This is an optimization exercise on Yosys and OpenROAD, whose aim is small area and a short achievable clock period, not a production implementation.
The RTL was checked by simulation tests, not by an equivalence proof against the original design.
No activity file was given, so power comes from the tool's default toggle rates.

Setup of amber:
==> flow/design.v <==
module adc_scan_engine #(
    parameter [3:0] READALL_SCAN_MODE = 4'd3
) (
    input  wire        clk,
    input  wire        rst,           
    input  wire        req_valid,
    input  wire [15:0] req_word,
    output wire        req_ready,
    output wire        bus_cfg,       
    output wire        xfer_req,
    output wire [15:0] xfer_tx,
    input  wire        xfer_ack,
    input  wire [15:0] xfer_rx,
    input  wire [4:0]  slot_addr,
    output wire [15:0] slot_data,
    output wire [15:0] status,
    output wire [15:0] lastcmd
);
    localparam [2:0] ST_UNINIT  = 3'd0,
                     ST_INIT    = 3'd1,
                     ST_IDLE    = 3'd2,
                     ST_PRIMING = 3'd3,
                     ST_STEADY  = 3'd4;
    localparam [1:0] OP_INIT  = 2'd0,
                     OP_CHAN  = 2'd1,
                     OP_RANGE = 2'd2,
                     OP_ALL   = 2'd3;
    localparam [1:0] W_IN    = 2'd0,    
                     W_B1    = 2'd1,    
                     W_B2    = 2'd2,    
                     W_DEAD  = 2'd3;    
    reg  [2:0]  state;
    reg         xreq;         
    reg         t_init;       
    reg         t_sweep;      
    reg  [3:0]  t_chan;       
    reg         adv;          
    reg  [3:0]  x;            
    reg  [1:0]  w;            
    reg  [4:0]  idx;          
    reg  [4:0]  len;
    reg         ok;
    reg         hv;           
    reg  [11:0] hold;         
    reg  [2:0]  nrot;         
    reg  [11:0] rd_q;         
    reg  [383:0] ring;
    wire st_init   = (state == ST_INIT);
    wire st_prim   = (state == ST_PRIMING);
    wire st_steady = (state == ST_STEADY);
    wire busy      = state[0] | state[2];
    wire [1:0] req_op   = req_word[15:14];
    wire       req_rsvd = req_word[13];
    wire [4:0] req_n    = req_word[12:8];
    wire [7:0] req_a    = req_word[7:0];
    wire can_start = !req_rsvd &&
                     ((state == ST_IDLE) ||
                      (state == ST_UNINIT && req_op == OP_INIT));
    wire ready_n_rsvd;
    adc_scan_o31ai u_ready0 (
        .a1(state != ST_UNINIT), .a2(req_op[1]), .a3(req_op[0]),
        .b1(state != ST_IDLE),
        .y (ready_n_rsvd)
    );
    adc_scan_nor2b u_ready1 (.a(req_rsvd), .b_n(ready_n_rsvd), .y(req_ready));
    wire accept = req_valid && can_start;
    assign bus_cfg = st_init && !xreq;
    wire [3:0] a_clamped = req_a[7]           ? 4'd0  :
                           (req_a[6:4] != 0)  ? 4'd15 : req_a[3:0];
    wire [3:0] n_m1       = req_n[3:0] - 4'd1;
    wire [3:0] sweep_chan = (req_n == 5'd0) ? 4'd0  :
                            (req_n > 5'd16) ? 4'd15 : n_m1;
    wire [1:0] a_win = (req_a[7:4] == 4'b0000) ? W_IN :
                       (req_a[7:4] == 4'b1111) ? W_B1 :
                       (req_a[7:4] == 4'b1110) ? W_B2 : W_DEAD;
    wire [15:0] word = {t_init, 2'b00, t_sweep, !t_init, t_chan,
                        t_init, 3'b000, !t_init, !t_init, 1'b0};
    assign xfer_req = xreq;
    assign xfer_tx  = word;
    wire [3:0]  rx_tag     = xfer_rx[15:12];
    wire [11:0] rx_payload = xfer_rx[11:0];
    wire        match      = (w == W_IN) && (rx_tag == x);
    wire [11:0] validated  = match ? rx_payload : 12'd0;
    wire xfer_done = xreq && xfer_ack;
    wire [4:0] idx_p1    = idx + 5'd1;
    wire       last_slot = (idx_p1 == len);
    wire [3:0] x_p1 = x + 4'd1;
    wire [2:0] pdist  = idx[2:0] + nrot;
    wire       wr_now = hv && (pdist == 3'd1);
    wire       wr_nxt = hv && (pdist == 3'd2);
    wire       raise  = st_steady && !xreq && (wr_now || wr_nxt) && !last_slot;
    always @(posedge clk) begin
        if (rst) begin
            state <= ST_UNINIT;
            xreq  <= 1'b0;
            hv    <= 1'b0;
        end else begin
            case (state)
                ST_UNINIT, ST_IDLE: begin
                    if (accept) begin
                        state <= (req_op == OP_INIT) ? ST_INIT : ST_PRIMING;
                        xreq  <= (req_op != OP_INIT);
                    end
                end
                ST_INIT: begin
                    if (xfer_done) begin
                        state <= ST_IDLE;
                        xreq  <= 1'b0;
                    end else begin
                        xreq  <= 1'b1;
                    end
                end
                ST_PRIMING: begin
                    if (xfer_done) begin
                        if (len == 5'd0) begin
                            state <= ST_IDLE;
                            xreq  <= 1'b0;
                        end else begin
                            state <= ST_STEADY;
                        end
                    end
                end
                default: begin    
                    if (xfer_done) begin
                        hv   <= 1'b1;
                        xreq <= 1'b0;
                    end else if (raise) begin
                        xreq <= 1'b1;
                    end
                    if (wr_now) begin
                        if (!xfer_done)
                            hv <= 1'b0;
                        if (last_slot)
                            state <= ST_IDLE;
                    end
                end
            endcase
        end
    end
    always @(posedge clk) begin
        if (!busy) begin
            if (accept) begin
                t_init  <= (req_op == OP_INIT);
                t_sweep <= (req_op == OP_ALL);
                t_chan  <= (req_op == OP_INIT) ? 4'd0 :
                           (req_op == OP_ALL)  ? sweep_chan : a_clamped;
                adv     <= (req_op == OP_RANGE);
                x       <= (req_op == OP_ALL) ? 4'd15 : (req_a[3:0] - 4'd1);
                w       <= (req_op == OP_ALL) ? W_IN : a_win;
                idx     <= 5'd0;
                if (req_op != OP_INIT)
                    len <= (req_op == OP_CHAN) ? 5'd1 : req_n;
                if (req_op == OP_ALL)
                    ok  <= 1'b1;
            end
        end else begin
            if (xfer_done && !st_init) begin
                x <= x_p1;
                if (adv && st_prim && len != 5'd0)
                    t_chan <= x_p1 + 4'd1;
                if (st_steady) begin
                    hold <= validated;
                    if (t_sweep)
                        ok <= ok & match;
                    if (x == 4'd15)
                        w <= {w[1] == w[0], w[1] | !w[0]};
                end
            end
            if (adv && raise)
                t_chan <= x_p1;
            if (wr_now)
                idx <= idx_p1;
        end
    end
    always @(posedge clk) begin
        if (rst)
            nrot <= 3'd0;
        else
            nrot <= nrot - 3'd1;
    end
    genvar p;
    generate
        for (p = 0; p < 32; p = p + 1) begin : g_ring
            if (p % 8 == 0) begin : g_entry
                wire wr_here = wr_now && (idx[4:3] == p / 8);
                always @(posedge clk)
                    ring[12*p +: 12] <= wr_here ? hold : ring[12*(p+1) +: 12];
            end else begin : g_plain
                always @(posedge clk)
                    ring[12*p +: 12] <= ring[12*(p - p % 8 + (p % 8 + 1) % 8) +: 12];
            end
        end
    endgenerate
    wire [2:0] rd_p, rd_pos;
    wire [2:0] rd_g = slot_addr[2:0] & nrot;
    wire [2:0] rd_c = {rd_g[1] | (rd_p[1] & rd_g[0]), rd_g[0], 1'b0};
    genvar i;
    generate
        for (i = 0; i < 3; i = i + 1) begin : g_rdp
            adc_scan_xor2 u_p (.a(slot_addr[i]), .b(nrot[i]), .y(rd_p[i]));
            if (i == 0) begin : g_s0
                assign rd_pos[i] = rd_p[i];
            end else begin : g_s
                adc_scan_xor2 u_s (.a(rd_p[i]), .b(rd_c[i]), .y(rd_pos[i]));
            end
        end
    endgenerate
    wire [31:0] rd_sel;
    wire [11:0] rd_word;
    genvar b, k;
    generate
        for (p = 0; p < 32; p = p + 1) begin : g_sel
            assign rd_sel[p] = (slot_addr[4:3] == p / 8) && (rd_pos == p % 8);
        end
        for (b = 0; b < 12; b = b + 1) begin : g_rd
            wire [10:0] part_n;
            for (k = 0; k < 10; k = k + 1) begin : g_part
                adc_scan_aoi222 u_aoi (
                    .a (ring[12*(3*k) + b]),     .sa(rd_sel[3*k]),
                    .b (ring[12*(3*k+1) + b]),   .sb(rd_sel[3*k+1]),
                    .c (ring[12*(3*k+2) + b]),   .sc(rd_sel[3*k+2]),
                    .y (part_n[k])
                );
            end
            adc_scan_aoi22 u_aoi_last (
                .a (ring[12*30 + b]), .sa(rd_sel[30]),
                .b (ring[12*31 + b]), .sb(rd_sel[31]),
                .y (part_n[10])
            );
            assign rd_word[b] = ~&part_n;
        end
    endgenerate
    always @(posedge clk)
        rd_q <= rd_word;
    assign slot_data = {4'd0, rd_q};
    assign status    = {6'd0, len, ok, busy, state};
    assign lastcmd   = word;
endmodule
module adc_scan_aoi222 (
    input  wire a,
    input  wire sa,
    input  wire b,
    input  wire sb,
    input  wire c,
    input  wire sc,
    output wire y
);
    assign y = ~((a & sa) | (b & sb) | (c & sc));
endmodule
module adc_scan_aoi22 (
    input  wire a,
    input  wire sa,
    input  wire b,
    input  wire sb,
    output wire y
);
    assign y = ~((a & sa) | (b & sb));
endmodule
module adc_scan_xor2 (
    input  wire a,
    input  wire b,
    output wire y
);
    assign y = a ^ b;
endmodule
module adc_scan_o31ai (
    input  wire a1,
    input  wire a2,
    input  wire a3,
    input  wire b1,
    output wire y
);
    assign y = ~((a1 | a2 | a3) & b1);
endmodule
module adc_scan_nor2b (
    input  wire a,
    input  wire b_n,
    output wire y
);
    assign y = ~(a | ~b_n);
endmodule
export LEC_CHECK = 0
export CAP_MARGIN = 20
export CORE_MARGIN = 2
export CORE_UTILIZATION = 55
export SETUP_SLACK_MARGIN = 3.2
export SLEW_MARGIN = 20
export SYNTH_HIERARCHICAL = 1
export SYNTH_MINIMUM_KEEP_SIZE = 0
create_clock -name core_clock -period 6.0 [get_ports {clk}]
standard.sh (not shown) runs the stock make flow with config.mk's settings and CLKGATE_MAP_FILE= SYNTH_SCRIPT=/design/flow/synth_recipe.tcl, a recipe that flattens the netlist after the stock synthesis.
==> flow/flow/run.sh <==
#!/bin/bash
# Standard layout (standard.sh) with two changes:
#  - the port buffers are the smallest plain buffer; repair_design and
#    repair_timing resize them where needed;
#  - clock tree synthesis with larger sink clusters, clkbuf_8 buffers and no
#    dummy balancing loads.
set -e -o pipefail
export BUFFER_PORTS_ARGS="-buffer_cell sky130_fd_sc_hd__buf_1"
export CTS_ARGS="-sink_clustering_enable -repair_clock_nets -dont_use_dummy_load -buf_list sky130_fd_sc_hd__clkbuf_8 -sink_clustering_size 16 -sink_clustering_max_diameter 60"
bash standard.sh > standard.log 2>&1
The following lists how tundra was set up differently from amber:
--- a/flow/design.v
+++ b/flow/design.v
@@ -56,13 +56,13 @@
     wire can_start = !req_rsvd &&
                      ((state == ST_IDLE) ||
                       (state == ST_UNINIT && req_op == OP_INIT));
-    wire ready_n_rsvd;
-    adc_scan_o31ai u_ready0 (
-        .a1(state != ST_UNINIT), .a2(req_op[1]), .a3(req_op[0]),
-        .b1(state != ST_IDLE),
-        .y (ready_n_rsvd)
+    adc_scan_ready u_ready (
+        .rsvd     (req_rsvd),
+        .op       (req_op),
+        .st_idle  (state == ST_IDLE),
+        .st_uninit(state == ST_UNINIT),
+        .ready    (req_ready)
     );
-    adc_scan_nor2b u_ready1 (.a(req_rsvd), .b_n(ready_n_rsvd), .y(req_ready));
     wire accept = req_valid && can_start;
     assign bus_cfg = st_init && !xreq;
     wire [3:0] a_clamped = req_a[7]           ? 4'd0  :
@@ -263,19 +263,12 @@
 );
     assign y = a ^ b;
 endmodule
-module adc_scan_o31ai (
-    input  wire a1,
-    input  wire a2,
-    input  wire a3,
-    input  wire b1,
-    output wire y
-);
-    assign y = ~((a1 | a2 | a3) & b1);
-endmodule
-module adc_scan_nor2b (
-    input  wire a,
-    input  wire b_n,
-    output wire y
-);
-    assign y = ~(a | ~b_n);
-endmodule
+module adc_scan_ready (
+    input  wire       rsvd,
+    input  wire [1:0] op,
+    input  wire       st_idle,
+    input  wire       st_uninit,
+    output wire       ready
+);
+    assign ready = !rsvd && (st_idle || (st_uninit && op == 2'd0));
+endmodule
Notes after the runs:
Across amber and tundra, the outcome is the same: a clean finish for every run.
When the final numbers for amber and tundra were put side by side, the pin count of the biggest net entering global routing turned out to be greater in tundra.
Fmax (tundra over amber): decrease, 0.022 GHz
amber and tundra ended up with roughly the same via count.
Relative to amber, the wire length after detailed routing measured on tundra has decreased slightly.
Peak ir drop on the vdd network delta (tundra − amber): unfavourable
| first-pass GRT wire length | tundra vs amber | worse |
Against amber, tundra comes in 2 higher on number of setup buffers added after CTS.
Summary of tundra over amber: chip width did not really move, final area saw an increase.
Slack of the critical path was lower in tundra than in amber.

[what the ideal ports hide]
How much do the figures lean on ideal ports? The routed layouts below were timed once more, with nothing changed but the port constraints. Step 1 assumes that a clkbuf_16 drives the clock port and a buf_2 every other input. Step 2 also shifts input and output timing later by t, the mid clock arrival at the registers, as if the neighbouring blocks saw the same clock. Slacks: no drivers / after step 1 / after step 2; pairs: no drivers / after step 1.
| run | t, ns | setup slack, ns | hold WS [ns] |
|---|---|---|---|
| amber | 0.569 | 3.031 / 2.992 / 2.522 | 0.318 / 0.318 / 0.318 |
| tundra | 0.556 | 2.828 / 2.808 / 2.565 | 0.325 / 0.325 / 0.325 |
After both steps every run listed still meets setup and hold. The setup slack of amber, which loses most, moves by -0.039 ns with the drivers and by -0.509 ns with both steps.
